Context: an optimization exercise on an open-source flow, tuned for small area, a short achievable clock period and few clock cycles per item. The choices shown serve that exercise and are no tape-out recipe. At most, simulation tests tie the RTL to the original design; equivalence was not proved. Function not checked in runs 1 and 2: the RTL went through the layout flow alone. No activity file was given, so power comes from the tool's default toggle rates.

File: design.v
module wt8_tt #(parameter L = 1) (
    input  wire        clk,
    input  wire        osel,
    input  wire        dsel,
    input  wire [47:0] x,
    output wire [47:0] y
);
    reg  [48*L-1:0] d;
    wire [47:0] dout = d[48*L-1 -: 48];
    wire [47:0] din  = dsel ? dout : x;
    generate
        if (L == 1) begin : g1
            always @(posedge clk) d <= din;
        end else begin : gn
            always @(posedge clk) d <= {d[48*(L-1)-1:0], din};
        end
    endgenerate
    assign y = osel ? x : dout;
endmodule
module wt8_dl #(parameter L = 1) (
    input  wire        clk,
    input  wire        go,
    input  wire [11:0] x,
    output wire [11:0] y
);
    reg  [12*L-1:0] d;
    wire [11:0] dout = d[12*L-1 -: 12];
    wire [11:0] din  = go ? x : dout;
    generate
        if (L == 1) begin : g1
            always @(posedge clk) d <= din;
        end else begin : gn
            always @(posedge clk) d <= {d[12*(L-1)-1:0], din};
        end
    endgenerate
    assign y = dout;
endmodule
module wt8_st #(parameter B = 0, parameter I = 0) (
    input  wire        clk,
    input  wire        go,
    input  wire        xs,
    input  wire [47:0] x,
    output wire [47:0] y
);
    localparam L = 1 << I;
    function integer LA(input integer pp);
        LA = (B == 0) ? 2 * pp : pp;
    endfunction
    function integer LB(input integer pp);
        LB = LA(pp) + (1 << B);
    endfunction
    genvar p;
    generate
        for (p = 0; p < 2; p = p + 1) begin : g_pair
            wire [11:0] a  = x[12*LA(p) +: 12];
            wire [11:0] bd;
            wt8_dl #(.L(L)) u_bd (.clk(clk), .go(go), .x(x[12*LB(p) +: 12]), .y(bd));
            wire [11:0] p0 = xs ? bd : a;
            wire [11:0] p1 = xs ? a  : bd;
            wire [11:0] pd;
            wt8_dl #(.L(L)) u_pd (.clk(clk), .go(go), .x(p0), .y(pd));
            assign y[12*LA(p) +: 12] = pd;
            assign y[12*LB(p) +: 12] = p1;
        end
    endgenerate
endmodule
module wt8_pr (
    input  wire        clk,
    input  wire        go,
    input  wire [47:0] x,
    output wire [47:0] y
);
    reg [47:0] r;
    always @(posedge clk) if (go) r <= x;
    assign y = r;
endmodule
module wib_transpose8 (
    input  wire        clk,
    input  wire        rst,         
    input  wire        in_valid,
    output wire        in_ready,
    input  wire [63:0] in_data,
    output wire        out_valid,
    input  wire        out_ready,
    output wire [63:0] out_data,
    output wire        out_last     
);
    localparam LAT = 225;             
    localparam WIN = 336;             
    function is_adc(input [4:0] w);
        is_adc = (w >= 5'd4 && w <= 5'd15) || (w >= 5'd18);
    endfunction
    function tt_sel(input [7:0] lt, input integer i, input integer j);
        tt_sel = lt[i] & ~lt[j];
    endfunction
    function tau_bit(input [7:0] lt, input integer i);
        tau_bit = lt[i];
    endfunction
    reg  [4:0]  wcnt;                     
    reg         adc_cur, adc_nxt;         
    reg         in_ready_r;
    reg  [63:0] ireg;
    reg         ireg_v;
    reg  [63:0] ifq [0:3];
    reg  [1:0]  ifq_wp, ifq_rp;
    reg  [4:1]  fq;                       
    wire in_fire = in_valid & in_ready_r;
    wire take    = in_fire & adc_cur;
    wire push    = ireg_v;
    wire [4:0] wcnt_n  = in_fire ? ((wcnt == 5'd29) ? 5'd0 : wcnt + 5'd1) : wcnt;
    wire [4:0] wcnt_n1 = (wcnt_n == 5'd29) ? 5'd0 : wcnt_n + 5'd1;
    wire adc_n   = in_fire ? adc_nxt : adc_cur;
    assign in_ready = in_ready_r;
    reg  [7:0] tau;                       
    reg        started;                   
    reg        real_cur, real_prev;       
    reg        go;                        
    reg  [9-1:0] hold;                 
    reg        in_win;                    
    reg        lat_c, lat_x;              
    reg        np_c, np_x;                
    reg        last_c;                    
    reg  [3:1]  ob;                       
    reg  [48:0] ob0, ob1, ob2;            
    reg  [48:0] outr;                     
    wire fifo_ne  = fq[1];
    wire real_eff = started ? real_cur : fifo_ne;
    wire out_real = lat_c ? real_eff : real_prev;
    wire pop      = go & real_eff & np_c;
    wire opush    = go & out_real;
    wire opop     = ob[1] & out_ready;
    wire       wrap        = go & last_c;
    wire       started_n   = go ? ~last_c : started;
    wire       real_cur_n  = (go & ~last_c) ? real_eff : real_cur;
    wire       real_prev_n = wrap ? real_eff : real_prev;
    wire       f_up        = push & ~pop;
    wire       f_dn        = pop & ~push;
    wire [4:1] fq_n        = f_up ? {fq[3:1], 1'b1} : (f_dn ? {1'b0, fq[4:2]} : fq);
    wire       o_up        = opush & ~opop;
    wire       o_dn        = opop & ~opush;
    wire [3:1] ob_n        = o_up ? {ob[2:1], 1'b1} : (o_dn ? {1'b0, ob[3:2]} : ob);
    wire       lat_n       = go ? lat_x : lat_c;
    wire       np_n        = go ? np_x : np_c;
    wire       fifo_ne_n   = fq_n[1];
    wire       real_eff_n  = started_n ? real_cur_n : fifo_ne_n;
    wire       idle_n      = ~started_n & ~fifo_ne_n & ~real_prev_n;
    wire       out_real_n  = lat_n ? real_eff_n : real_prev_n;
    wire       ob_room_p   = ~ob[3] & ~(ob[2] & opush);
    wire       cond_n      = ~idle_n & (~real_eff_n | ~np_n | fifo_ne_n)
                                     & (~out_real_n | ob_room_p);
    wire       go_n        = ~in_win & cond_n;
    wire [9-1:0] hold_n = in_win ? hold - 1'b1 : ((cond_n | idle_n) ? 0 : WIN);
    wire       pop_n       = go_n & real_eff_n & np_n;
    wire       room_1      = pop_n | ~fq_n[4];            
    wire       room_2      = pop_n ? ~fq_n[4] : ~fq_n[3];  
    wire       rdy_if_idle  = ~adc_cur | room_1;
    wire       rdy_if_valid = in_ready_r ? (~adc_nxt | (adc_cur ? room_2 : room_1))
                                         : rdy_if_idle;
    wire       go_nx  = ~rst & go_n;
    wire [7:0] tau_n  = rst ? 8'd0 : tau + {7'd0, go};
    wire [7:0] tau_n1 = tau_n + 8'd1;
    reg  [47:0] resid;
    wire [63:0] head = ifq[ifq_rp];
    reg  [47:0] vin;
    always @(*) begin
        case (tau[1:0])
            2'd0:    vin = head[47:0];
            2'd1:    vin = {head[31:0], resid[15:0]};
            2'd2:    vin = {head[15:0], resid[31:0]};
            default: vin = resid;
        endcase
    end
    always @(posedge clk) begin
        if (pop) begin
            case (tau[1:0])
                2'd0:    resid <= {32'd0, head[63:48]};
                2'd1:    resid <= {16'd0, head[63:32]};
                default: resid <= head[63:16];
            endcase
        end
    end
    reg t0_o, t0_x, t0_d;
    wire t0_on = rst ? tt_sel(8'd0 - 8'd0, 6, 3) : (go ? t0_x : t0_o);
    reg t1_o, t1_x, t1_d;
    wire t1_on = rst ? tt_sel(8'd0 - 8'd56, 3, 1) : (go ? t1_x : t1_o);
    reg t2_o, t2_x, t2_d;
    wire t2_on = rst ? tt_sel(8'd0 - 8'd62, 7, 4) : (go ? t2_x : t2_o);
    reg t4_o, t4_x, t4_d;
    wire t4_on = rst ? tt_sel(8'd0 - 8'd175, 4, 3) : (go ? t4_x : t4_o);
    reg t5_o, t5_x, t5_d;
    wire t5_on = rst ? tt_sel(8'd0 - 8'd183, 3, 2) : (go ? t5_x : t5_o);
    reg t6_o, t6_x, t6_d;
    wire t6_on = rst ? tt_sel(8'd0 - 8'd187, 5, 3) : (go ? t6_x : t6_o);
    reg t7_o, t7_x, t7_d;
    wire t7_on = rst ? tt_sel(8'd0 - 8'd211, 3, 0) : (go ? t7_x : t7_o);
    reg u9_o, u9_x;
    reg u10_o, u10_x;
    reg t11_o, t11_x, t11_d;
    wire t11_on = rst ? tt_sel(8'd0 - 8'd222, 2, 1) : (go ? t11_x : t11_o);
    reg t12_o, t12_x, t12_d;
    wire t12_on = rst ? tt_sel(8'd0 - 8'd224, 1, 0) : (go ? t12_x : t12_o);
    always @(posedge clk) begin
        t0_o <= t0_on;
        t0_x <= tt_sel(tau_n1 - 8'd0, 6, 3);
        t0_d <= t0_on | ~go_nx;
        t1_o <= t1_on;
        t1_x <= tt_sel(tau_n1 - 8'd56, 3, 1);
        t1_d <= t1_on | ~go_nx;
        t2_o <= t2_on;
        t2_x <= tt_sel(tau_n1 - 8'd62, 7, 4);
        t2_d <= t2_on | ~go_nx;
        t4_o <= t4_on;
        t4_x <= tt_sel(tau_n1 - 8'd175, 4, 3);
        t4_d <= t4_on | ~go_nx;
        t5_o <= t5_on;
        t5_x <= tt_sel(tau_n1 - 8'd183, 3, 2);
        t5_d <= t5_on | ~go_nx;
        t6_o <= t6_on;
        t6_x <= tt_sel(tau_n1 - 8'd187, 5, 3);
        t6_d <= t6_on | ~go_nx;
        t7_o <= t7_on;
        t7_x <= tt_sel(tau_n1 - 8'd211, 3, 0);
        t7_d <= t7_on | ~go_nx;
        u9_o <= rst ? tau_bit(8'd0 - 8'd219, 1) : (go ? u9_x : u9_o);
        u9_x <= tau_bit(tau_n1 - 8'd219, 1);
        u10_o <= rst ? tau_bit(8'd0 - 8'd221, 0) : (go ? u10_x : u10_o);
        u10_x <= tau_bit(tau_n1 - 8'd221, 0);
        t11_o <= t11_on;
        t11_x <= tt_sel(tau_n1 - 8'd222, 2, 1);
        t11_d <= t11_on | ~go_nx;
        t12_o <= t12_on;
        t12_x <= tt_sel(tau_n1 - 8'd224, 1, 0);
        t12_d <= t12_on | ~go_nx;
    end
    wire [47:0] s [0:13];
    assign s[0] = vin;
    wt8_tt #(.L(56)) t0 (.clk(clk), .osel(t0_o), .dsel(t0_d), .x(s[0]), .y(s[1]));
    wt8_tt #(.L(6)) t1 (.clk(clk), .osel(t1_o), .dsel(t1_d), .x(s[1]), .y(s[2]));
    wt8_tt #(.L(112)) t2 (.clk(clk), .osel(t2_o), .dsel(t2_d), .x(s[2]), .y(s[3]));
    wt8_pr p3 (.clk(clk), .go(go), .x(s[3]), .y(s[4]));
    wt8_tt #(.L(8)) t4 (.clk(clk), .osel(t4_o), .dsel(t4_d), .x(s[4]), .y(s[5]));
    wt8_tt #(.L(4)) t5 (.clk(clk), .osel(t5_o), .dsel(t5_d), .x(s[5]), .y(s[6]));
    wt8_tt #(.L(24)) t6 (.clk(clk), .osel(t6_o), .dsel(t6_d), .x(s[6]), .y(s[7]));
    wt8_tt #(.L(7)) t7 (.clk(clk), .osel(t7_o), .dsel(t7_d), .x(s[7]), .y(s[8]));
    wt8_pr p8 (.clk(clk), .go(go), .x(s[8]), .y(s[9]));
    wt8_st #(.B(1), .I(1)) u9 (.clk(clk), .go(go), .xs(u9_o), .x(s[9]), .y(s[10]));
    wt8_st #(.B(0), .I(0)) u10 (.clk(clk), .go(go), .xs(u10_o), .x(s[10]), .y(s[11]));
    wt8_tt #(.L(2)) t11 (.clk(clk), .osel(t11_o), .dsel(t11_d), .x(s[11]), .y(s[12]));
    wt8_tt #(.L(1)) t12 (.clk(clk), .osel(t12_o), .dsel(t12_d), .x(s[12]), .y(s[13]));
    wire [7:0] oslot = tau - LAT;
    always @(posedge clk) begin
        ireg <= in_data;
        if (push) ifq[ifq_wp] <= ireg;
    end
    always @(posedge clk) begin
        if (rst) begin
            wcnt       <= 5'd0;
            adc_cur    <= 1'b0;
            adc_nxt    <= 1'b0;
            in_ready_r <= 1'b1;
            ireg_v     <= 1'b0;
            ifq_wp     <= 2'd0;
            ifq_rp     <= 2'd0;
            fq         <= 4'd0;
            tau        <= 8'd0;
            started    <= 1'b0;
            real_cur   <= 1'b0;
            real_prev  <= 1'b0;
            go         <= 1'b0;
            hold       <= 0;
            in_win     <= 1'b0;
            ob         <= 3'd0;
        end else begin
            wcnt       <= wcnt_n;
            adc_cur    <= adc_n;
            if (in_fire) adc_nxt <= is_adc(wcnt_n1);
            in_ready_r <= in_valid ? rdy_if_valid : rdy_if_idle;
            ireg_v     <= take;
            if (push) ifq_wp <= ifq_wp + 2'd1;
            if (pop)  ifq_rp <= ifq_rp + 2'd1;
            fq         <= fq_n;
            tau        <= tau_n;
            started    <= started_n;
            real_cur   <= real_cur_n;
            real_prev  <= real_prev_n;
            go         <= go_n;
            hold       <= hold_n;
            in_win     <= (hold_n > 1);
            ob         <= ob_n;
        end
        lat_c  <= (tau_n >= LAT);
        lat_x  <= (tau_n1 >= LAT) && (tau_n != 8'd255);
        np_c   <= (tau_n[1:0] != 2'd3);
        np_x   <= (tau_n1[1:0] != 2'd3);
        last_c <= (tau_n == 8'd255);
    end
    wire [48:0] oword = {oslot == 8'd255, s[13]};
    wire ow0 = opush & (ob[1] ? (ob[2] ? 1'b0 : opop) : 1'b1);
    wire ow1 = opush & (ob[2] ? (ob[3] ? 1'b0 : opop) : (ob[1] & ~opop));
    wire ow2 = opush & ob[2] & ~opop;
    wire [48:0] ob0_n = ow0 ? oword : (opop ? ob1 : ob0);
    always @(posedge clk) begin
        ob0  <= ob0_n;
        outr <= ob0_n;
        if (ow1)       ob1 <= oword;
        else if (opop) ob1 <= ob2;
        if (ow2)       ob2 <= oword;
    end
    assign out_valid = ob[1];
    assign out_last  = outr[48];
    assign out_data  = {4'h0, outr[47:36], 4'h0, outr[35:24], 4'h0, outr[23:12], 4'h0, outr[11:0]};
endmodule
File: flow/run.sh
#!/bin/bash
# Standard ORFS layout with two changes: port buffers use buf_2 instead of the
# default pick, and clock-tree sinks are clustered into larger groups.
set -euo pipefail
export BUFFER_PORTS_ARGS="-buffer_cell sky130_fd_sc_hd__buf_2"
export CTS_ARGS="-sink_clustering_enable -repair_clock_nets -sink_clustering_size 20 -sink_clustering_max_diameter 45 -sink_buffer_max_cap_derate 1.0 -buf_list {sky130_fd_sc_hd__clkbuf_8 sky130_fd_sc_hd__clkbuf_16}"
bash standard.sh > standard.log 2>&1
File: standard.sh
#!/bin/bash
# synth_recipe.tcl (not shown) runs the flow's synth.tcl, then flattens the netlist and writes it again
# the make line also repeats each setting of config.mk as NAME=value (left out here)
make -C /OpenROAD-flow-scripts/flow DESIGN_CONFIG=/design/flow/config.mk WORK_HOME=/design/flow/orfs CLKGATE_MAP_FILE= SYNTH_SCRIPT=/design/flow/synth_recipe.tcl "${@:-finish}"
File: config.mk
export PLATFORM = sky130hd
export DESIGN_NAME = wib_transpose8
export DESIGN_NICKNAME = wib_transpose8
export VERILOG_FILES = /design/flow/design.v
export SDC_FILE = /design/flow/constraint.sdc
export NUM_CORES = 8
export LEC_CHECK = 0
export CAP_MARGIN = 20
export CORE_MARGIN = 2
export CORE_UTILIZATION = 55
export PLACE_DENSITY = 0.65
export SETUP_SLACK_MARGIN = 5
export SLEW_MARGIN = 20
File: constraint.sdc
create_clock -name core_clock -period 8.5 [get_ports {clk}]
set_input_delay 1.7000 -clock core_clock [delete_from_list [all_inputs] [get_ports {clk}]]
set_output_delay 1.7000 -clock core_clock [all_outputs]
set_load 0.01 [all_outputs]
==> summary.md, run 1 <==
| Metric | Value |
|---|---|
| Post-route cell area | 0.275 sq mm |
| Worst hold margin | 301 ps |
| Critical Path RT | 6800 ps |
| Drt initial violations | 4,769 |
| Crit path launch type | register |
| Family with the most delay on the worst path | flip-flops |
| Clock power share | 31.7% |
| RSZ-0062 raised after global routing | true |
| Setup WS post-layout | 5010 ps |
| Least-Margin Pin Slew | 1100 ps |
| Crit-path max cell delay | 470 ps |
| Pwr Density | 308 mW/mm^2 |
| Fin nets | 14,388 |
| # port buffers | 118 |
| Number of flops mapped to enable cells by yosys | 643 |
| Post-place setup slack | 3740 ps |
| Sequential cell area fraction in the yosys report | 93.0% |
| Sw Pwr | 17.4 mW |
| Total gr overflow | 0 |
| First-pass GRT wire length | 494 mm |
| Die width | 681 um |
| Main synth FF type | dfxtp_1 |
| Clk latency of the worst-skew pair | 1190 ps |
| Total CTS buffers | 726 |
| Max_slew headroom | 26.5% |
| CP bufs+invs | 1 |
| Synth area leaders | dfxtp_1 85%, edfxtp_1 7.7%, mux2_2 2.5%, mux2i_1 1.2%, mux4_2 0.71% |
| Met1 Use GR | 21.8% |
| TritonCTS clock tree | done |
| DRT antenna net count | 0 |
| Filler instances | 32,917 |
| Yosys warns | 13 |
| Yosys top cell area share | 85.4% |
| Clock net sink count | 11,395 |
| Leakage | 110 nW |
| P&R area growth vs syn | 9.28% |
| Vias in the first global route | 86,773 |
| Setup TNS | 0 ps |
| Post-synth top area cell | dfxtp_1 |
| Post-Syn Instances | 13,614 |
| DRC violations left | 0 |
| Wirelength per Cell | 15.4 um |
| Via-per-instance ratio | 4.28 |
| Worst Setup Path Type | register to output pin |
| GRT Max-Usage Layer | met1 |
| Ys async rst share | 0% |
| Root buffer cell | clkbuf_8 |
| Chip Height | 681 um |
| Deepest clock path buffer count | 4 |
| Finish-stage setup viols | 0 |
| Status | complete, no violations |
| Largest net degree at the start of global routing | 175 |
| Maximum vdd drop | 242 uV |
| Sw Share | 20.6% |
| Vias | 89,288 |
| Die area | 0.464 sq mm |
| Slew Viols, Final | 0 |
| Total Wirelength | 321 mm |
| Worst Hold Class | register to register |
| Max cap viols | 0 |
| Mapped cell area | 0.252 sq mm |
| Most frequent cell after synthesis | dfxtp_1 |
| Clock Skews | 42.4 ps |
| Worst hold path depth | 0 |
| Internal power | 67.4 mW |
| CP Cell Sequence | buf_6 |
| Max Fclk | 286 MHz |
| Combinational Power Share | 1.4% |
| Worst Setup End Kind | output pin |
| CTS hold repair buffers | 0 |
| Tmin final | 3490 ps |
| Share of cells above drive strength 1 | 13.1% |
| Core box area | 0.456 sq mm |
| Cells after DPL | 19,688 |
| Final Cycle Share | 41.1% |
| Initial antenna violation count | 42 |
| Reg power frac | 66.9% |
| Gpl congestion | 0.749 |
| Fin. Hold Viols | 0 |
| Total track usage | 13.7% |
| # H-tree levels | 6 |
| Placed cell area | 0.260 sq mm |
| Post-synth cell types | 67 |
| WP depth | 1 |
| Slowest cell on the critical path | edfxtp_1 |
| Reg2reg path depth | 7 |
| CP arrival | 1790 ps |
| Mean Syn Cell Area | 18.5 sq um |
| M3 GR Usage | 2.53% |
| Starting Density | 55.2% |
| DR pass1 iterations | 8 |
| Crit Path Max Fanout | 1 |
| IO Count | 135 |
| FF+latch count, synth | 11,395 |
| Cell Count, Final, Fillers Out | 20,866 |
| Hpwl dp | 183 mm |
| Row count | 248 |
| Clock-pin slew on the worst setup and hold paths | 120 ps |
| Met2 Resource Use GR | 18.7% |
| Commonest cells post-synth | 10,752 x dfxtp_1, 643 x edfxtp_1, 568 x mux2_2 |
==> routing by layer <==
layer / wire length (um) / vias up
met3: 14800 / 647
met2: 123000 / 1361
met1: 175000 / 42389
li1: - / 44891
met4: 8570 / 0
met5: 0 / -
==> stage by stage <==
stage	total power [mW]	utilization [%]
6_report	84.8	60.4
2_1_floorplan	58.5	-
5_1_grt	88.1	60.3
4_1_cts	85.9	60.3
3_3_place_gp	59.1	56.9
3_5_place_dp	59.2	56.9
==> worst paths after layout <==
kind,startpoint,endpoint,slack [ps]
worst max-delay path,outr[45],out_data[57],5010
worst min register to register,t7.d[253],t7.d[301],300
worst min-delay path,t7.d[253],t7.d[301],300
worst max register to register,register,p3.r[46],5210
==> flip-flops by register name, summed over array words and instances (netlist names), 48 cells and up, named ones only <==
name              cells
resid                48
t12.d                48
t6.d               1152
t7.d                336
ob2                  49
t1.d                288
p8.r                 48
u9.g_pair.u_pd.d     48
t5.d                192
ifq                 256
t4.d                384
ob1                  49
outr                 49
t0.d               2688
p3.r                 48
u9.g_pair.u_bd.d     48
t2.d               5376
t11.d                96
ireg                 64
==> power by group through the flow <==
stage / combinational (mW) / clock, mW / sequential [mW]
after CTS: 1.20 / 27.9 / 56.8
after floorplan: 0.861 / 0 / 57.6
after detailed placement: 1.17 / 0 / 58.0
after global placement: 1.16 / 0 / 57.9
final: 1.19 / 26.9 / 56.7
after global routing: 1.30 / 29.8 / 57.0
==> cell usage in the layout, fill, tap and decap left out, types with 10 or more instances in the layout <==
cell type	synthesis	routed
o21ai_2	11	11
a21oi_1	144	144
o21ai_1	41	41
clkinv_8	0	27
inv_4	0	10
nand3_1	25	25
inv_1	154	242
clkbuf_16	0	92
mux2_2	568	568
ha_1	20	20
inv_8	0	38
xnor2_1	17	16
conb_1	1	16
inv_12	0	16
dfxtp_2	0	12
buf_4	17	32
dfxtp_1	10752	10726
o31ai_1	18	18
diode_2	0	25
nand2_1	160	158
a22o_1	16	16
o22ai_1	18	18
clkinv_4	0	25
mux4_2	80	80
buf_2	23	110
and2_1	42	38
o21ai_0	85	85
clkbuf_8	0	710
edfxtp_1	643	643
inv_6	0	49
bufinv_16	0	24
nor2_1	206	206
dfxtp_4	0	14
clkinvlp_4	0	24
mux2i_1	309	309
clkinv_2	0	35
==> cells by family (layout without fill, tap and decap cells) <==
kind of cell               after synthesis  in the layout  synth area share [%]
DFF                                  11395          11395                  93.0
muxes                                  958            958                  4.48
and+or+nand+nor                        481            481                 0.832
buffers and inverters                  368           1455                 0.603
AOI/OAI and AO/OA                      365            365                 0.840
xor gates and xnor gates                26             26                0.0933
adders and majority gates               20             20                0.0993
other                                    1             41               0.00149
==> worst reg2reg max path, cell delays in order (launching register included) <==
cell and delay, ps:
dfxtp_2 470, buf_4 790, mux4_2 490, mux4_2 490, mux2i_1 450, nand2_1 130, o21ai_2 100, mux2i_1 100
==> area by class of cell <==
| type | count | area (sq um) | share of cell area [%] |
|---|---|---|---|
| Antenna cell | 25 | 62.6 | 0.0227 |
| Clock buffer | 802 | 12100 | 4.38 |
| Clock inverter | 342 | 3340 | 1.21 |
| Inverter | 154 | 582 | 0.211 |
| Multi-Input combinational cell | 1866 | 16100 | 5.86 |
| Sequential cell | 11395 | 235000 | 85.2 |
| Tap cell | 6125 | 7660 | 2.78 |
| Timing Repair Buffer | 156 | 995 | 0.361 |
| Timing Repair inverter | 1 | 5.00 | 0.00182 |
==> what timing repair did <==
action	in CTS	in global routing
setup buffers	3	5
pin swaps	0	1
cloned	0	1
setup endpoints to repair	95	56
gates resized for setup	16	11
==> run 2, diff against run 1 <==
==> run.sh (new file) <==
#!/bin/bash
# synth_recipe.tcl (not shown) runs the flow's synth.tcl, then flattens the netlist and writes it again
# the make line also repeats each setting of config.mk as NAME=value (left out here)
make -C /OpenROAD-flow-scripts/flow DESIGN_CONFIG=/design/flow/config.mk WORK_HOME=/design/flow/orfs CLKGATE_MAP_FILE= SYNTH_SCRIPT=/design/flow/synth_recipe.tcl finish
removed: flow/run.sh
removed: standard.sh
==> run 2 against run 1 <==
- worst setup slack got worse by 4.1 ps
- count of clock-buffer cells in the layout grew 598
- core utilization is 3.8 points higher
- non-clock buffer count fell by 7
- first-iteration DRC count fell by 3.7%
- clock power up 62%
- area after synthesis is the same
- power is 20% higher
- flip-flop and latch count is the same
- synthesized cell count unchanged
- hold slack worse by 14 ps
- combinational power hardly changed
==> summary.md, run 2 <==
| Metric | Value |
|---|---|
| Post-Synth XOR/XNOR Area | 0.0933% (unchanged) |
| Chip Height | 681 um (unchanged) |
| Total track usage | 14.4% (+0.75 points) |
| DRC violations left | 0 (unchanged) |
| Worst Setup Path Type | register to output pin |
| Max Fclk | 286 MHz (-0.12%) |
| Vias in the first global route | 92,047 (+6.1%) |
| Family with the most delay on the worst path | flip-flops |
| Adder-Cell Fraction of Synth Area | 0.0993% (unchanged) |
| Clk latency of the worst-skew pair | 1110 ps (-80 ps) |
| Deepest clock path buffer count | 4 (unchanged) |
| Post-route cell area | 0.293 sq mm (+6.3%) |
| # H-tree levels | 6 (unchanged) |
| Post-synthesis simple-gate area fraction | 0.832% (unchanged) |
| Placed cell area | 0.260 sq mm (+0.21%) |
| Commonest cells post-synth | 10,752 x dfxtp_1, 643 x edfxtp_1, 568 x mux2_2 |
| Slew Viols, Final | 0 (unchanged) |
| TritonCTS clock tree | done |
| Yosys warns | 13 (unchanged) |
| Max reg flops | 5,376 (unchanged) |
| Pwr Density | 347 mW/mm^2 (+13%) |
| IO Count | 135 (unchanged) |
| Number of flops mapped to enable cells by yosys | 643 (unchanged) |
| Combinational Power Share | 1.2% (-0.2 points) |
| Clock-pin slew on the worst setup and hold paths | 60 ps (-60 ps) |
| Clock Skews | 49.3 ps (+6.97 ps) |
| Final Cycle Share | 41.1% (+0.048 points) |
| Worst Setup End Kind | output pin |
| Largest regs | t2.d x5376, t0.d x2688, t6.d x1152 |
| Main combinational cell family by area after synthesis | multiplexers |
| Total CTS buffers | 944 (+30%) |
| Compound-gate portion of the synthesized area | 0.840% (unchanged) |
| Crit Path Max Fanout | 6 (+5) |
| CTS hold repair buffers | 0 (unchanged) |
| Status | complete, no violations |
| Core box area | 0.456 sq mm (unchanged) |
| Setup TNS | 0 ps (unchanged) |
| CP bufs+invs | 1 (unchanged) |
| Top reg by flops | t2.d |
| Share of synthesized area spent on multiplexers | 4.48% (unchanged) |
| Total Wirelength | 337 mm (+4.7%) |
| Hpwl dp | 182 mm (-0.50%) |
| Share of cells above drive strength 1 | 15.3% (+2.3 points) |
| Clock power share | 42.9% (+11 points) |
| Post-synth cell types | 67 (unchanged) |
| Critical Path RT | 6800 ps (about the same) |
| RSZ-0062 raised after global routing | true |
| Utilization after layout | 64.2% (+3.8 points) |
| HP Start | t2.d[2304] |
| Post-Syn Instances | 13,614 (unchanged) |
| Starting Density | 55.2% (unchanged) |
| Ys async rst share | 0% (unchanged) |
| DR pass1 iterations | 6 (-2) |
| Via-per-instance ratio | 4.28 (about the same) |
| Root buffer cell | clkbuf_16 |
| Die width | 681 um (unchanged) |
| Most frequent cell after synthesis | dfxtp_1 |
| Filler instances | 30,947 (-6.0%) |
| Drt initial violations | 4,593 (-3.7%) |
| Most frequent cells in the layout | 10,727 x dfxtp_1, 975 x clkbuf_16, 643 x edfxtp_1 |
| Internal power | 81.8 mW (+21%) |
| Clock net sink count | 11,395 (unchanged) |
| Largest net degree at the start of global routing | 84 (-52%) |
| # port buffers | 118 (unchanged) |
| Sequential cell area fraction in the yosys report | 93.0% (unchanged) |
| Main synth FF type | dfxtp_1 |
| CP arrival | 1800 ps (about the same) |
| Sw Pwr | 19.8 mW (+14%) |
| Mapped cell area | 0.252 sq mm (unchanged) |
| Maximum vdd drop | 280 uV (+16%) |
| DRT antenna net count | 0 (unchanged) |
| Vias | 91,884 (+2.9%) |
| P&R area growth vs syn | 16.2% |
| Tmin final | 3500 ps (+4.08 ps) |
| Leakage | 117 nW (+7.2%) |
| Die area | 0.464 sq mm (unchanged) |
| Sw Share | 19.5% (-1.0 points) |
| Max cap viols | 0 (unchanged) |
| FF+latch count, synth | 11,395 (unchanged) |
| Overall Power | 102 mW (+20%) |
| Total gr overflow | 0 (unchanged) |
| Synth area leaders | dfxtp_1 85%, edfxtp_1 7.7%, mux2_2 2.5%, mux2i_1 1.2%, mux4_2 0.71% |
| Finish-stage setup viols | 0 (unchanged) |
| Fin. Hold Viols | 0 (unchanged) |
| Max_slew headroom | 28.7% (+2.3 points) |
| Crit-path max cell delay | 460 ps (about the same) |
| Commonest non-fill, non-tap cell in the layout | dfxtp_1 |
| Gpl congestion | 0.754 (+0.69%) |
| Setup WS post-layout | 5000 ps (-4.08 ps) |
| CP Cell Sequence | buf_4 |
| Initial antenna violation count | 37 (-12%) |
| Crit path launch type | register |
| Yosys top cell area share | 85.4% (unchanged) |
| Row count | 248 (unchanged) |
| Least-Margin Pin Slew | 1070 ps (-34.0 ps) |
| Post-place setup slack | 3620 ps (-117 ps) |
| Worst Hold Class | register to register |
| Reg power frac | 55.9% (-11 points) |
| Mean Syn Cell Area | 18.5 sq um (unchanged) |
| Fin nets | 14,598 (+1.5%) |
| First-pass GRT wire length | 523 mm (+5.9%) |
| Post-synth top area cell | dfxtp_1 |
| Wirelength per Cell | 15.7 um (+1.8%) |
| Setup crit start | in_ready_r |
| Slowest cell on the critical path | dfxtp_1 |
-- run 2: timing repair --
item,in CTS,in global routing
buffers inserted,2,1
cloned,0,0
gates resized for setup,208,6
endpoints found under the setup margin,138,34
-- run 2: cells by family (layout without fill, tap and decap cells) --
kind of cell | count (synthesis) | count (layout)
DFF | 11395 | 11395
muxes | 958 | 958
and+or+nand+nor | 481 | 481
buffers and inverters | 368 | 2070
AOI/OAI and AO/OA | 365 | 365
xor gates and xnor gates | 26 | 26
adders and majority gates | 20 | 20
other | 1 | 32
-- run 2: worst paths after layout --
kind / end / slack (ps) / cells past startpoint
max: in_ready / 5000 / 1
min: t2.d[2352] / 290 / 0
max reg2reg: p3.r[43] / 5210 / 7
min reg2reg: t2.d[2352] / 290 / 0
-- run 2: layout make-up --
class / instances / area [sq um] / area share [%]
inverters: 154 / 582 / 0.199
multi-input cells: 1866 / 16100 / 5.51
well taps: 6125 / 7660 / 2.62
diodes: 16 / 40.0 / 0.0137
flip-flops and latches: 11395 / 235000 / 80.1
clock buffers: 1400 / 28300 / 9.67
repair buffers: 149 / 1220 / 0.416
clock inverters: 367 / 4340 / 1.48
-- run 2: routing by layer --
layer | share of wire, % | track usage [%]
met5 | 0.015 | 0
met2 | 40 | 19.9
met3 | 4.8 | 3.01
met4 | 2.6 | 4.99
met1 | 53 | 22.5
-- run 2: power groups by stage --
stage                     registers [mW]  logic, mW  clock network, mW
after floorplan                     57.6      0.861                  0
final                               56.8       1.21               43.6
after detailed placement            58.0       1.17                  0
after global placement              58.0       1.16                  0
after global routing                57.0       1.31               46.8
after CTS                           56.9       1.21               44.7
-- run 2: per-stage QoR --
| step | std cells | hold slack, ps |
|---|---|---|
| 2_1_floorplan | 13629 | 310 |
| 3_3_place_gp | 19686 | 309 |
| 3_5_place_dp | 19686 | 312 |
| 4_1_cts | 21455 | 285 |
| 5_1_grt | 21459 | 293 |
| 6_report | 21472 | 286 |
==> run 3, diff against run 2 <==
--- a/design.v
+++ b/design.v
@@ -158,6 +158,7 @@
                                          : rdy_if_idle;
     wire       go_nx  = ~rst & go_n;
-    wire [7:0] tau_n  = rst ? 8'd0 : tau + {7'd0, go};
-    wire [7:0] tau_n1 = tau_n + 8'd1;
+    wire [7:0] tau1   = tau + 8'd1;
+    wire [7:0] tau2   = tau + 8'd2;
+    wire [7:0] tau_n  = rst ? 8'd0 : (go ? tau1 : tau);
     reg  [47:0] resid;
     wire [63:0] head = ifq[ifq_rp];
@@ -202,33 +203,33 @@
     always @(posedge clk) begin
         t0_o <= t0_on;
-        t0_x <= tt_sel(tau_n1 - 8'd0, 6, 3);
+        t0_x <= rst ? tt_sel(8'd1 - 8'd0, 6, 3) : (go ? tt_sel(tau2 - 8'd0, 6, 3) : t0_x);
         t0_d <= t0_on | ~go_nx;
         t1_o <= t1_on;
-        t1_x <= tt_sel(tau_n1 - 8'd56, 3, 1);
+        t1_x <= rst ? tt_sel(8'd1 - 8'd56, 3, 1) : (go ? tt_sel(tau2 - 8'd56, 3, 1) : t1_x);
         t1_d <= t1_on | ~go_nx;
         t2_o <= t2_on;
-        t2_x <= tt_sel(tau_n1 - 8'd62, 7, 4);
+        t2_x <= rst ? tt_sel(8'd1 - 8'd62, 7, 4) : (go ? tt_sel(tau2 - 8'd62, 7, 4) : t2_x);
         t2_d <= t2_on | ~go_nx;
         t4_o <= t4_on;
-        t4_x <= tt_sel(tau_n1 - 8'd175, 4, 3);
+        t4_x <= rst ? tt_sel(8'd1 - 8'd175, 4, 3) : (go ? tt_sel(tau2 - 8'd175, 4, 3) : t4_x);
         t4_d <= t4_on | ~go_nx;
         t5_o <= t5_on;
-        t5_x <= tt_sel(tau_n1 - 8'd183, 3, 2);
+        t5_x <= rst ? tt_sel(8'd1 - 8'd183, 3, 2) : (go ? tt_sel(tau2 - 8'd183, 3, 2) : t5_x);
         t5_d <= t5_on | ~go_nx;
         t6_o <= t6_on;
-        t6_x <= tt_sel(tau_n1 - 8'd187, 5, 3);
+        t6_x <= rst ? tt_sel(8'd1 - 8'd187, 5, 3) : (go ? tt_sel(tau2 - 8'd187, 5, 3) : t6_x);
         t6_d <= t6_on | ~go_nx;
         t7_o <= t7_on;
-        t7_x <= tt_sel(tau_n1 - 8'd211, 3, 0);
+        t7_x <= rst ? tt_sel(8'd1 - 8'd211, 3, 0) : (go ? tt_sel(tau2 - 8'd211, 3, 0) : t7_x);
         t7_d <= t7_on | ~go_nx;
         u9_o <= rst ? tau_bit(8'd0 - 8'd219, 1) : (go ? u9_x : u9_o);
-        u9_x <= tau_bit(tau_n1 - 8'd219, 1);
+        u9_x <= rst ? tau_bit(8'd1 - 8'd219, 1) : (go ? tau_bit(tau2 - 8'd219, 1) : u9_x);
         u10_o <= rst ? tau_bit(8'd0 - 8'd221, 0) : (go ? u10_x : u10_o);
-        u10_x <= tau_bit(tau_n1 - 8'd221, 0);
+        u10_x <= rst ? tau_bit(8'd1 - 8'd221, 0) : (go ? tau_bit(tau2 - 8'd221, 0) : u10_x);
         t11_o <= t11_on;
-        t11_x <= tt_sel(tau_n1 - 8'd222, 2, 1);
+        t11_x <= rst ? tt_sel(8'd1 - 8'd222, 2, 1) : (go ? tt_sel(tau2 - 8'd222, 2, 1) : t11_x);
         t11_d <= t11_on | ~go_nx;
         t12_o <= t12_on;
-        t12_x <= tt_sel(tau_n1 - 8'd224, 1, 0);
+        t12_x <= rst ? tt_sel(8'd1 - 8'd224, 1, 0) : (go ? tt_sel(tau2 - 8'd224, 1, 0) : t12_x);
         t12_d <= t12_on | ~go_nx;
     end
@@ -286,12 +287,12 @@
             go         <= go_n;
             hold       <= hold_n;
-            in_win     <= (hold_n > 1);
+            in_win     <= in_win ? (hold > 2) : ~(cond_n | idle_n);
             ob         <= ob_n;
         end
-        lat_c  <= (tau_n >= LAT);
-        lat_x  <= (tau_n1 >= LAT) && (tau_n != 8'd255);
-        np_c   <= (tau_n[1:0] != 2'd3);
-        np_x   <= (tau_n1[1:0] != 2'd3);
-        last_c <= (tau_n == 8'd255);
+        lat_c  <= rst ? 1'b0 : (go ? lat_x : lat_c);
+        lat_x  <= rst ? 1'b0 : (go ? ((tau2 >= LAT) && (tau1 != 8'd255)) : lat_x);
+        np_c   <= rst ? 1'b1 : (go ? np_x : np_c);
+        np_x   <= rst ? 1'b1 : (go ? (tau2[1:0] != 2'd3) : np_x);
+        last_c <= rst ? 1'b0 : (go ? (tau1 == 8'd255) : last_c);
     end
     wire [48:0] oword = {oslot == 8'd255, s[13]};
@@ -299,8 +300,10 @@
     wire ow1 = opush & (ob[2] ? (ob[3] ? 1'b0 : opop) : (ob[1] & ~opop));
     wire ow2 = opush & ob[2] & ~opop;
-    wire [48:0] ob0_n = ow0 ? oword : (opop ? ob1 : ob0);
+    wire        hchg     = ow0 | opop;
+    wire [48:0] head_new = ow0 ? oword : ob1;
     always @(posedge clk) begin
-        ob0  <= ob0_n;
-        outr <= ob0_n;
+        if (ow0)       ob0 <= oword;
+        else if (opop) ob0 <= ob1;
+        outr <= hchg ? head_new : ob0;
         if (ow1)       ob1 <= oword;
         else if (opop) ob1 <= ob2;
==> flow/run.sh (new file) <==
#!/bin/bash
# Standard ORFS layout with two changes: port buffers use buf_2 instead of the
# default pick, and clock-tree sinks are clustered into larger groups.
set -euo pipefail
export BUFFER_PORTS_ARGS="-buffer_cell sky130_fd_sc_hd__buf_2"
export CTS_ARGS="-sink_clustering_enable -repair_clock_nets -sink_clustering_size 20 -sink_clustering_max_diameter 45 -sink_buffer_max_cap_derate 1.0 -buf_list {sky130_fd_sc_hd__clkbuf_8 sky130_fd_sc_hd__clkbuf_16}"
bash standard.sh > standard.log 2>&1
==> standard.sh (new file) <==
#!/bin/bash
# synth_recipe.tcl (not shown) runs the flow's synth.tcl, then flattens the netlist and writes it again
# the make line also repeats each setting of config.mk as NAME=value (left out here)
make -C /OpenROAD-flow-scripts/flow DESIGN_CONFIG=/design/flow/config.mk WORK_HOME=/design/flow/orfs CLKGATE_MAP_FILE= SYNTH_SCRIPT=/design/flow/synth_recipe.tcl "${@:-finish}"
removed: run.sh
==> run 3 against run 2 <==
- still clean
- fmax is 0.21% lower
- sequential power up 3%
- routed wire length down 0.65%
- final area down 5.3%
- non-clock buffer count increased by 15
- count of clock-buffer cells in the layout down 591
- critical path depth is 8 higher
- worst setup slack got worse by 7.3 ps
- critical path type is now register to register
- critical endpoint is now p3.r[17]
- largest cell class unchanged
- highest routed layer unchanged
==> summary.md, run 3 <==
| Metric | Value |
|---|---|
| Status | complete, no violations |
| Tmin final | 3500 ps (+7.35 ps) |
| Clock Skews | 53.2 ps (+3.87 ps) |
| Least-Margin Pin Slew | 1090 ps (+24.0 ps) |
| Hpwl dp | 194 mm (+6.3%) |
| Setup WS post-layout | 5000 ps (-7.35 ps) |
| Post-Syn Instances | 14,037 (+3.1%) |
| CP Cell Sequence | inv_1 -> ha_1 -> buf_4 -> or2_1 -> buf_4 -> a222oi_1 -> nand2_1 -> o211ai_1 -> a31oi_1 |
| Maximum vdd drop | 211 uV (-25%) |
| Die area | 0.467 sq mm (+0.60%) |
| TritonCTS clock tree | done |
| Vias | 92,808 (+1.0%) |
| Max Fclk | 285 MHz (-0.21%) |
| Fin. Hold Viols | 0 (unchanged) |
| Most frequent cell after synthesis | dfxtp_1 |
| Ys async rst share | 0% (unchanged) |
| Most used cell, CP | buf_4 |
| Worst Setup End Kind | register |
| # port buffers | 118 (unchanged) |
| Utilization after layout | 60.4% (-3.8 points) |
| Commonest cells post-synth | 10,800 x dfxtp_1, 643 x edfxtp_1, 372 x mux2_2 |
| Critical Path RT | 9380 ps (+2580 ps) |
| Commonest non-fill, non-tap cell in the layout | dfxtp_1 |
| Slowest cell on the critical path | a222oi_1 |
| Total Wirelength | 334 mm (-0.65%) |
| Share of cells above drive strength 1 | 11.6% (-3.8 points) |
| First-pass GRT wire length | 511 mm (-2.2%) |
| Worst Hold Class | register to register |
| Sequential cell area fraction in the yosys report | 92.9% (-0.18 points) |
| FF+latch count, synth | 11,443 (+0.42%) |
| Max cap viols | 0 (unchanged) |
| Most frequent cells in the layout | 10,756 x dfxtp_1, 720 x clkbuf_8, 643 x edfxtp_1 |
| Via-per-instance ratio | 4.36 (+1.8%) |
| Root buffer cell | clkbuf_8 |
| Wirelength per Cell | 15.7 um (+0.14%) |
| Clock power share | 31.3% (-12 points) |
| Initial antenna violation count | 62 (+68%) |
| Largest regs | t2.d x5376, t0.d x2688, t6.d x1152 |
| Crit-path max cell delay | 770 ps (+310 ps) |
| Reg power frac | 66.8% (+11 points) |
| Pwr Density | 316 mW/mm^2 (-8.9%) |
| P&R area growth vs syn | 9.40% |
| Deepest clock path buffer count | 4 (unchanged) |
| Worst Setup Path Type | register to register |
| Drt initial violations | 5,313 (+16%) |
| Post-route cell area | 0.277 sq mm (-5.3%) |
| Leakage | 110 nW (-6.0%) |
| Number of flops mapped to enable cells by yosys | 643 (unchanged) |
| Sw Share | 20.9% (+1.3 points) |
| Slew Viols, Final | 0 (unchanged) |
| Clock-pin slew on the worst setup and hold paths | 100 ps (+40 ps) |
| DRC violations left | 0 (unchanged) |
| Starting Density | 55.2% (about the same) |
| IO Count | 135 (unchanged) |
| Post-place setup slack | 4240 ps (+615 ps) |
| Mapped cell area | 0.254 sq mm (+0.60%) |
| Finish-stage setup viols | 0 (unchanged) |
| Vias in the first global route | 89,988 (-2.2%) |
| Post-synth cell types | 63 (-6.0%) |
| Die width | 683 um (+0.30%) |
| Setup TNS | 0 ps (unchanged) |
| Chip Height | 683 um (+0.30%) |
| Sw Pwr | 18.3 mW (-7.7%) |
| Combinational Power Share | 1.9% (+0.7 points) |
| Gpl congestion | 0.755 (+0.12%) |
| Top reg by flops | t2.d |
| Crit path launch type | register |
| # H-tree levels | 6 (unchanged) |
| Clock net sink count | 11,443 (+0.42%) |
| CTS hold repair buffers | 0 (unchanged) |
| RSZ-0062 raised after global routing | true |
| Clk latency of the worst-skew pair | 1170 ps (+60 ps) |
| Max_slew headroom | 27.0% (-1.7 points) |
| Fin nets | 14,790 (+1.3%) |
| Main synth FF type | dfxtp_1 |
| Placed cell area | 0.261 sq mm (+0.36%) |
| Total CTS buffers | 737 (-22%) |
| Crit Path Max Fanout | 18 (+12) |
| DRT antenna net count | 0 (unchanged) |
| Core box area | 0.460 sq mm (+0.68%) |
| Yosys warns | 13 (unchanged) |
| DR pass1 iterations | 6 (unchanged) |
| Largest net degree at the start of global routing | 87 (+3.6%) |
| Final Cycle Share | 41.2% (+0.086 points) |
| Total track usage | 14.1% (-0.31 points) |
| Max reg flops | 5,376 (unchanged) |
| Post-synth top area cell | dfxtp_1 |
| Yosys top cell area share | 85.3% (-0.13 points) |
| Internal power | 69.4 mW (-15%) |
| Row count | 249 (+0.40%) |
| Synth area leaders | dfxtp_1 85%, edfxtp_1 7.6%, mux2_2 1.7%, mux2i_1 1.1%, mux4_2 0.57% |
| Overall Power | 87.7 mW (-14%) |
| Total gr overflow | 0 (unchanged) |
| CP arrival | 4380 ps (+2580 ps) |
| Filler instances | 33,330 (+7.7%) |
| Mean Syn Cell Area | 18.1 sq um (-2.4%) |
run 3: cell count changes after synthesis, moves of 32 or more:
cell	previous run	this run
a22oi_1	3	51
a31oi_1	3	74
dfxtp_1	10752	10800
mux2_2	568	372
nand2_1	160	348
nor2b_1	6	38
o21ai_0	85	145
o21ai_1	41	101
run 3: power by group through the flow:
stage	combinational [mW]	clock, mW	sequential [mW]
4_1_cts	1.66	28.4	58.7
2_1_floorplan	1.26	0	59.2
3_5_place_dp	1.61	0	59.9
5_1_grt	1.83	30.4	59.0
6_report	1.67	27.4	58.6
3_3_place_gp	1.58	0	59.8
run 3: path summary, 6_finish.rpt:
| kind | from | endpoint | slack, ps | depth (start not counted) |
|---|---|---|---|---|
| worst max-delay path | tau[0] | p3.r[17] | 5000 | 9 |
| worst min-delay path | t2.d[1875] | t2.d[1923] | 300 | 0 |
| worst max register to register | tau[0] | p3.r[17] | 5000 | 9 |
| worst min register to register | t2.d[1875] | t2.d[1923] | 300 | 0 |
run 3: cells by family (layout without fill, tap and decap cells):
logic type / after synthesis / in the layout / synth area share [%]
adder cells (fa/ha/maj): 22 / 22 / 0.109
AND/OR/NAND/NOR: 720 / 721 / 1.20
AO/OA/AOI/OAI: 640 / 640 / 1.55
XOR/XNOR: 26 / 26 / 0.0898
buffers and inverters: 435 / 1511 / 0.698
multiplexers: 750 / 750 / 3.47
other: 1 / 41 / 0.00148
flip-flops: 11443 / 11443 / 92.9
run 3: per-layer routing:
metal  up-vias  GRT usage, %  share of wire (%)
met1     44051          22.2                 53
met5         -             0              0.078
li1      46364             -                  -
met4        40          4.63                2.7
met2      1670          19.1                 38
met3       683          3.24                5.7
run 3: final cells by class:
type	count	area, sq um	share of cell area, %
Tap cell	6149	7690	2.77
Multi-Input combinational cell	2175	16500	5.94
Antenna cell	25	62.6	0.0225
Clock inverter	359	3740	1.35
Inverter	179	672	0.242
Clock buffer	809	12200	4.38
Timing Repair Buffer	164	1030	0.372
Sequential cell	11443	236000	84.9
run 3: metrics by stage:
stage,hold slack (ps),instances
after floorplan,310,14052
after global placement,309,20106
after detailed placement,312,20106
after CTS,309,21276
after global routing,302,21283
final,302,21303
run 3: what timing repair did:
action,4_1_cts,5_1_grt
endpoints found under the setup margin,166,60
pin swaps,0,1
gates cloned,0,1
setup buffers,2,1
gates resized for setup,40,6
run 3: critical path, delay by kind of cell (launching register included):
family,cells,cell delay (ps)
fa+ha+maj,1,270
buf+inv,3,740
compound gates,3,1060
flops,1,600
simple gates,2,570
Testbench counts of run 3, summed over its fixed seeds: cycles 18,240, blocks 64.
==> run 4, diff against run 3 <==
--- a/flow/run.sh
+++ b/flow/run.sh
@@ -5,3 +5,4 @@
 export BUFFER_PORTS_ARGS="-buffer_cell sky130_fd_sc_hd__buf_2"
 export CTS_ARGS="-sink_clustering_enable -repair_clock_nets -sink_clustering_size 20 -sink_clustering_max_diameter 45 -sink_buffer_max_cap_derate 1.0 -buf_list {sky130_fd_sc_hd__clkbuf_8 sky130_fd_sc_hd__clkbuf_16}"
+export SETUP_SLACK_MARGIN=5.4
 bash standard.sh > standard.log 2>&1
--- a/config.mk
+++ b/config.mk
@@ -10,4 +10,3 @@
 export CORE_UTILIZATION = 55
 export PLACE_DENSITY = 0.65
-export SETUP_SLACK_MARGIN = 5
 export SLEW_MARGIN = 20
==> run 4 against run 3 <==
- count of clock-buffer cells in the layout shrank 5
- worst setup slack improved by 150 ps
- critical endpoint is now in_ready
- area after synthesis unchanged
- clock power is 2% lower
- synthesized cell count is the same
- still clean on timing, DRC and antenna
==> summary.md, run 4 <==
| Metric | Value |
|---|---|
| Via-per-instance ratio | 4.35 (-0.16%) |
| CTS hold repair buffers | 0 (unchanged) |
| Number of flops mapped to enable cells by yosys | 643 (unchanged) |
| Fin nets | 14,799 (+0.061%) |
| Worst hold path depth | 0 (unchanged) |
| Tmin final | 3360 ps (-147 ps) |
| Post-synth cell types | 63 (unchanged) |
| Combinational Power Share | 2.0% (about the same) |
| Clock-pin slew on the worst setup and hold paths | 110 ps (about the same) |
| Vias | 92,638 (-0.18%) |
| Max reg flops | 5,376 (unchanged) |
| Setup TNS | 0 ps (unchanged) |
| FF+latch count, synth | 11,443 (unchanged) |
| First-pass GRT wire length | 512 mm (+0.25%) |
| CP Cell Sequence | buf_8 |
| Leakage | 110 nW (about the same) |
| Routed wl met2 | 129 mm (+0.19%) |
| P&R area growth vs syn | 9.35% (about the same) |
| Yosys warns | 13 (unchanged) |
| # H-tree levels | 6 (unchanged) |
| Fin. Hold Viols | 0 (unchanged) |
| Pwr Density | 314 mW/mm^2 (-0.61%) |
| Core box area | 0.460 sq mm (unchanged) |
| Hold Path End | t0.d[2269] |
| TritonCTS clock tree | done |
| Largest regs | t2.d x5376, t0.d x2688, t6.d x1152 |
| Maximum vdd drop | 251 uV (+19%) |
| RSZ-0062 raised after global routing | true |
| Reg-to-reg startpoint | tau[1] |
| Sequential cell area fraction in the yosys report | 92.9% (unchanged) |
| CP arrival | 1660 ps (-2720 ps) |
| Clock net sink count | 11,443 (unchanged) |
| DRT antenna net count | 0 (unchanged) |
| Met3 wire len | 16.1 mm (-15%) |
| Ys async rst share | 0% (unchanged) |
| Clk latency of the worst-skew pair | 1150 ps (-20 ps) |
| Sw Share | 21.0% (+0.11 points) |
| Most frequent cells in the layout | 10,734 x dfxtp_1, 714 x clkbuf_8, 643 x edfxtp_1 |
| Post-Syn Instances | 14,037 (unchanged) |
| Final Cycle Share | 39.5% (-1.7 points) |
| Crit-path max cell delay | 370 ps (-400 ps) |
| Sequential cell area | 0.236 sq mm (about the same) |
| CP bufs+invs | 1 (-2) |
| Reg2reg path depth | 7 (-2) |
| Total CTS buffers | 733 (-0.54%) |
| Max Fclk | 298 MHz (+4.4%) |
| Chip Height | 683 um (unchanged) |
| R2R Setup Slk | 5500 ps (+500 ps) |
| Critical Path RT | 6800 ps (-2580 ps) |
| Starting Density | 55.2% (unchanged) |
| Initial antenna violation count | 43 (-31%) |
| Clock Skews | 38.7 ps (-14.5 ps) |
| Commonest non-fill, non-tap cell in the layout | dfxtp_1 |
| Yosys top cell area share | 85.3% (unchanged) |
| Gpl congestion | 0.761 (+0.81%) |
| Worst Setup Path Type | register to output pin |
| Cells after DPL | 20,102 (-0.020%) |
| Max_slew headroom | 29.3% (+2.2 points) |
| Worst Setup End Kind | output pin |
| Root buffer cell | clkbuf_8 |
| Crit Path Max Fanout | 2 (-16) |
| Crit path launch type | register |
| Family with the most delay on the worst path | flip-flops |
| Commonest cells post-synth | 10,800 x dfxtp_1, 643 x edfxtp_1, 372 x mux2_2 |
| Max cap viols | 0 (unchanged) |
| Largest net degree at the start of global routing | 87 (unchanged) |
| # port buffers | 118 (unchanged) |
| Filler instances | 33,403 (+0.22%) |
| Top reg by flops | t2.d |
| Slew Viols, Final | 0 (unchanged) |
| IO Count | 135 (unchanged) |
| Share of cells above drive strength 1 | 11.7% (+0.15 points) |
| Mean Syn Cell Area | 18.1 sq um (unchanged) |
| Most frequent cell after synthesis | dfxtp_1 |
| Row count | 249 (unchanged) |
| HP Start | t0.d[2221] |
| Clock power share | 30.8% (-0.5 points) |
| Post-synth top area cell | dfxtp_1 |
| Main synth FF type | dfxtp_1 |
| Die width | 683 um (unchanged) |
| Mapped cell area | 0.254 sq mm (unchanged) |
| Sw Pwr | 18.3 mW (-0.13%) |
| Cell Count, Final, Fillers Out | 21,297 (-0.028%) |
| Slowest cell on the critical path | dfxtp_4 |
| Top sig layer | met5 |
| Footprint of the multi-input gates | 0.0165 sq mm (+0.41%) |
| DRC violations left | 0 (unchanged) |
| Vias in the first global route | 89,257 (-0.81%) |
| Worst Hold Class | register to register |
| Drt initial violations | 5,501 (+3.5%) |
| Deepest clock path buffer count | 4 (unchanged) |
| Reg2reg end | p3.r[3] |
| DR pass1 iterations | 6 (unchanged) |
| Total gr overflow | 0 (unchanged) |
| Status | complete, no violations |
| Wirelength per Cell | 15.7 um (+0.13%) |
| Internal power | 68.9 mW (-0.79%) |
| Die area | 0.467 sq mm (unchanged) |
| Reg power frac | 67.3% (+0.5 points) |
| Synth area leaders | dfxtp_1 85%, edfxtp_1 7.6%, mux2_2 1.7%, mux2i_1 1.1%, mux4_2 0.57% |
| Finish-stage setup viols | 0 (unchanged) |
| Hpwl dp | 193 mm (-0.27%) |
| Least-Margin Pin Slew | 1060 ps (-32.0 ps) |
| Total Wirelength | 335 mm (+0.10%) |
| Total track usage | 14.1% (+0.015 points) |
| DRT met1 WL | 180 mm (+1.6%) |
[run 4: metrics by stage]
| stage | hold slack, ps | setup slack [ps] | util, % | instance area (sq um) | power, mW |
|---|---|---|---|---|---|
| 2_1_floorplan | 310 | 5280 | - | 254000 | 60.4 |
| 3_3_place_gp | 309 | 4000 | 56.9 | 261000 | 61.4 |
| 3_5_place_dp | 312 | 3970 | 56.9 | 261000 | 61.5 |
| 4_1_cts | 300 | 4990 | 60.3 | 277000 | 88.2 |
| 5_1_grt | 306 | 5040 | 60.3 | 277000 | 90.6 |
| 6_report | 304 | 5140 | 60.3 | 277000 | 87.1 |
[run 4: worst max path at each step]
stage	start	slack, ps	end	depth (start not counted)
6_report	in_ready_r	5140	in_ready	1
5_1_grt	ob[1]	5040	out_valid	1
4_1_cts	in_ready_r	4990	in_ready	1
3_5_place_dp	out_ready	3970	outr[29]	6
3_3_place_gp	out_ready	4000	outr[24]	6
2_1_floorplan	go	5280	t11_d	9
[run 4: area by class of cell]
class,count,area share [%]
Clock inverter,345,1.18
Antenna cell,25,0.0226
Clock buffer,804,4.36
Sequential cell,11443,85.0
Tap cell,6149,2.77
Timing Repair Buffer,175,0.488
Multi-Input combinational cell,2177,5.97
Inverter,179,0.242
[run 4: cells by family (layout without fill, tap and decap cells)]
kind of cell,Yosys count,in the layout,share of synthesized area [%]
DFF,11443,11443,92.9
muxes,750,750,3.47
and+or+nand+nor,720,723,1.20
AOI/OAI and AO/OA,640,640,1.55
buffers and inverters,435,1503,0.698
xor gates and xnor gates,26,26,0.0898
adders and majority gates,22,22,0.109
other,1,41,0.00148
[run 4: per-layer routing]
metal  vias up  global-route usage, %
li1      46395                      -
met1     43883                   22.6
met2      1636                   19.2
met3       694                   2.70
met4        30                   4.68
met5         -                      0
[run 4: power by group through the flow]
stage | Combinational, mW | Sequential (mW) | Clock (mW)
final | 1.71 | 58.6 | 26.8
after global routing | 1.86 | 59.0 | 29.7
after CTS | 1.70 | 58.7 | 27.8
after detailed placement | 1.66 | 59.9 | 0
after global placement | 1.62 | 59.8 | 0
after floorplan | 1.26 | 59.2 | 0
[run 4: repair_timing]
item	in CTS	in global routing
buffers inserted	14	4
gates cloned	3	0
setup endpoints to repair	322	88
pin swaps	13	1
resized for setup	93	22
==> run 5, diff against run 4 <==
==> flow/run.sh (replaced) <==
#!/bin/bash
# Standard ORFS layout with two changes: port buffers use buf_2 instead of the
# default pick, and clock-tree sinks are clustered into larger groups.
set -euo pipefail
export BUFFER_PORTS_ARGS="-buffer_cell sky130_fd_sc_hd__buf_2"
export CTS_ARGS="-sink_clustering_enable -repair_clock_nets -sink_clustering_size 20 -sink_clustering_max_diameter 45 -sink_buffer_max_cap_derate 1.0 -root_buf sky130_fd_sc_hd__clkbuf_16 -buf_list {sky130_fd_sc_hd__clkbuf_8 sky130_fd_sc_hd__clkbuf_16}"
export SETUP_SLACK_MARGIN=5.5
bash standard.sh > standard.log 2>&1
==> run 5 against run 4 <==
- global-route usage about the same
- largest power group unchanged
- highest routed layer unchanged
- still clean on timing, DRC and antenna
- die area unchanged
- sequential share of layout area down 0.20 points
- area after synthesis unchanged
- fmax up 3.4%
- routed wire length up 0.33%
- first-iteration DRC count up 1.2%
- worst setup slack better by 110 ps
- synthesized cell count unchanged
- count of clock-buffer cells in the layout down 1
==> summary.md, run 5 <==
| Metric | Value |
|---|---|
| Number of flops mapped to enable cells by yosys | 643 (unchanged) |
| Total CTS buffers | 729 (-0.55%) |
| Pwr Density | 316 mW/mm^2 (+0.53%) |
| Worst Hold Class | register to register |
| Post-Synth XOR/XNOR Area | 0.0898% (unchanged) |
| Max reg flops | 5,376 (unchanged) |
| DRT met1 WL | 181 mm (+0.24%) |
| Clk latency of the worst-skew pair | 1070 ps (-80 ps) |
| Core box area | 0.460 sq mm (unchanged) |
| Hpwl dp | 194 mm (+0.25%) |
| Max Fclk | 308 MHz (+3.4%) |
| Crit-path max cell delay | 370 ps (about the same) |
| Slowest cell on the critical path | dfxtp_4 |
| Total track usage | 14.2% (+0.043 points) |
| Critical Path RT | 6800 ps (about the same) |
| Family with the most delay on the worst path | flip-flops |
| Sequential cell area fraction in the yosys report | 92.9% (unchanged) |
| Finish-stage setup viols | 0 (unchanged) |
| Least-Margin Pin Slew | 1070 ps (+13.9 ps) |
| Row count | 249 (unchanged) |
| Max_slew headroom | 28.2% (-1.1 points) |
| Setup TNS | 0 ps (unchanged) |
| Worst Setup Path Type | register to output pin |
| FF+latch count, synth | 11,443 (unchanged) |
| Leakage | 111 nW (+0.22%) |
| Fin nets | 14,804 (+0.034%) |
| Main combinational cell family by area after synthesis | multiplexers |
| Compound-gate portion of the synthesized area | 1.55% (unchanged) |
| Drt initial violations | 5,569 (+1.2%) |
| Met3 wire len | 16.7 mm (+3.5%) |
| Die width | 683 um (unchanged) |
| Sw Pwr | 18.2 mW (-0.11%) |
| Top sig layer | met5 |
| Status | complete, no violations |
| # H-tree levels | 6 (unchanged) |
| TritonCTS clock tree | done |
| Initial antenna violation count | 46 (+7.0%) |
| Clock Skews | 49.6 ps (+10.9 ps) |
| Total gr overflow | 0 (unchanged) |
| Fin. Hold Viols | 0 (unchanged) |
| Gpl congestion | 0.759 (-0.28%) |
| Routed wl met2 | 129 mm (+0.33%) |
| CP Cell Sequence | buf_6 |
| Worst hold margin | 299 ps (-5.33 ps) |
| DRC violations left | 0 (unchanged) |
| Maximum vdd drop | 250 uV (-0.45%) |
| Tmin final | 3250 ps (-110 ps) |
| Commonest cells post-synth | 10,800 x dfxtp_1, 643 x edfxtp_1, 372 x mux2_2 |
| Synth area leaders | dfxtp_1 85%, edfxtp_1 7.6%, mux2_2 1.7%, mux2i_1 1.1%, mux4_2 0.57% |
| Root buffer cell | clkbuf_16 |
| Die area | 0.467 sq mm (unchanged) |
| DRT antenna net count | 0 (unchanged) |
| Clock net sink count | 11,443 (unchanged) |
| Commonest non-fill, non-tap cell in the layout | dfxtp_1 |
| Setup WS post-layout | 5250 ps (+110 ps) |
| Mapped cell area | 0.254 sq mm (unchanged) |
| Via-per-instance ratio | 4.34 (-0.12%) |
| Crit Path Max Fanout | 1 (-1) |
| Internal power | 69.6 mW (+1.0%) |
| Deepest clock path buffer count | 4 (unchanged) |
| Yosys top cell area share | 85.3% (unchanged) |
| Adder-Cell Fraction of Synth Area | 0.109% (unchanged) |
| CP arrival | 1550 ps (-110 ps) |
| Largest regs | t2.d x5376, t0.d x2688, t6.d x1152 |
| Worst Setup End Kind | output pin |
| Most frequent cell after synthesis | dfxtp_1 |
| Clock power share | 31.3% (+0.5 points) |
| P&R area growth vs syn | 9.62% |
| Filler instances | 33,262 (-0.42%) |
| # port buffers | 118 (unchanged) |
| Post-synth cell types | 63 (unchanged) |
| Clock-pin slew on the worst setup and hold paths | 110 ps (about the same) |
| Sequential cell area | 0.236 sq mm (about the same) |
| Ys async rst share | 0% (unchanged) |
| Post-synth top area cell | dfxtp_1 |
| First-pass GRT wire length | 513 mm (about the same) |
| Most frequent cells in the layout | 10,729 x dfxtp_1, 711 x clkbuf_8, 643 x edfxtp_1 |
| Reg power frac | 66.7% (-0.6 points) |
| Vias in the first global route | 89,403 (+0.16%) |
| Largest net degree at the start of global routing | 87 (unchanged) |
| Chip Height | 683 um (unchanged) |
| Overall Power | 87.8 mW (+0.77%) |
| Post-place setup slack | 3930 ps (-36.5 ps) |
| Main synth FF type | dfxtp_1 |
| DR pass1 iterations | 8 (+2) |
| Sw Share | 20.8% (-0.18 points) |
| Top reg by flops | t2.d |
| Post-Syn Instances | 14,037 (unchanged) |
| Crit path launch type | register |
| IO Count | 135 (unchanged) |
| CP bufs+invs | 1 (unchanged) |
| Footprint of the multi-input gates | 0.0166 sq mm (+0.19%) |
| Share of cells above drive strength 1 | 11.9% (+0.18 points) |
| Slew Viols, Final | 0 (unchanged) |
| Share of synthesized area spent on multiplexers | 3.47% (unchanged) |
| Wirelength per Cell | 15.8 um (+0.29%) |
| Max cap viols | 0 (unchanged) |
| Mean Syn Cell Area | 18.1 sq um (unchanged) |
| RSZ-0062 raised after global routing | true |
| Starting Density | 55.2% (unchanged) |
| Post-synthesis simple-gate area fraction | 1.20% (unchanged) |
| Final Cycle Share | 38.2% (-1.3 points) |
| Yosys warns | 13 (unchanged) |
| Combinational Power Share | 1.9% (about the same) |
| Total Wirelength | 336 mm (+0.33%) |
| Utilization after layout | 60.5% (+0.15 points) |
| Vias | 92,557 (-0.087%) |
| CTS hold repair buffers | 0 (unchanged) |
-- run 5: cell count changes in the layout (fill, tap and decap cells not counted), moves of 5 or more --
cell,delta
bufinv_16,+24
clkinv_4,-9
inv_1,-8
clkinv_2,-7
clkinvlp_4,+7
inv_6,+7
buf_6,+6
buf_4,+5
dfxtp_1,-5
dfxtp_2,+5
inv_12,-5
inv_8,-5
-- run 5: power by group through the flow --
stage               clock, mW  sequential [mW]  combinational (mW)
finish                   27.5             58.6                1.71
global route             30.4             59.0                1.86
CTS                      28.4             58.7                1.71
detailed placement          0             59.9                1.68
global placement            0             59.8                1.64
floorplan                   0             59.2                1.26
-- run 5: logic make-up after synthesis --
kind of cell	after synthesis
flip-flops	11443
multiplexers	750
AND/OR/NAND/NOR	720
AO/OA/AOI/OAI	640
buffers and inverters	435
XOR/XNOR	26
adder cells (fa/ha/maj)	22
other	1
-- run 5: repair_timing --
item	in CTS	in global routing
pin swaps	11	1
cloned	3	1
setup buffers	12	9
resized for setup	110	37
setup endpoints to repair	365	220
-- run 5: cell type report --
type	instances	area share (%)
Sequential cell	11443	84.8
Clock buffer	803	4.35
Clock inverter	345	1.36
Timing Repair inverter	1	0.00270
Tap cell	6149	2.77
Multi-Input combinational cell	2177	5.96
Antenna cell	24	0.0216
Timing Repair Buffer	183	0.522
Inverter	179	0.243
-- run 5: per-stage QoR --
stage | instances | area, sq um
global route | 21283 | 278000
global placement | 20107 | 261000
detailed placement | 20107 | 261000
finish | 21304 | 278000
CTS | 21270 | 278000
floorplan | 14052 | 254000
-- run 5: final timing paths --
path	startpoint	endpoint	slack, ps	cells past startpoint
worst max register to register	t4_o	p8.r[9]	5640	5
worst max-delay path	outr[35]	out_data[43]	5250	1
worst min-delay path	t2.d[1926]	t2.d[1974]	300	0
worst min register to register	t2.d[1926]	t2.d[1974]	300	0
-- run 5: layer usage --
layer	vias up	global-route usage, %
met5	-	0
li1	46379	-
met4	30	4.36
met2	1620	19.3
met3	690	2.83
met1	43838	22.6

[afterwards: timing with drivers on the ports]
Ports are ideal in the flow. The routed layouts listed here were re-timed in OpenROAD. Step 1 (the two cells are an assumption about what drives the block):
set clk [get_ports {clk}]
set_driving_cell -lib_cell sky130_fd_sc_hd__clkbuf_16 $clk
set_driving_cell -lib_cell sky130_fd_sc_hd__buf_2 [delete_from_list [all_inputs] $clk]
Step 2 adds t to the input delays and takes it off the output delays; t is the mean of the earliest and latest rising clock arrival at the registers after step 1. Input paths then give back, and output paths get back, about the clock's delay inside the block. Slacks: ideal / step 1 / step 2; pairs: ideal / step 1.
run	t, ns	setup WS [ns]	hold WS [ns]	slew at the worst register clock pin (ns)	worst slew at a driven data input, ns
run 1	1.257	5.007 / 4.899 / 4.078	0.301 / 0.301 / 0.301	0.12 / 0.12	0.18
run 2	1.199	5.003 / 4.887 / 4.186	0.286 / 0.286 / 0.286	0.07 / 0.07	0.19
run 3	1.245	4.996 / 4.996 / 4.395	0.302 / 0.302 / 0.302	0.12 / 0.12	0.16
run 4	1.248	5.142 / 5.025 / 4.458	0.304 / 0.304 / 0.304	0.12 / 0.12	0.19
run 5	1.160	5.252 / 5.132 / 4.714	0.299 / 0.299 / 0.299	0.12 / 0.12	0.19
After both steps setup and hold are still met in every run listed. The setup slack of run 1, which loses most, moves by -0.108 ns with the drivers and by -0.929 ns with both steps.
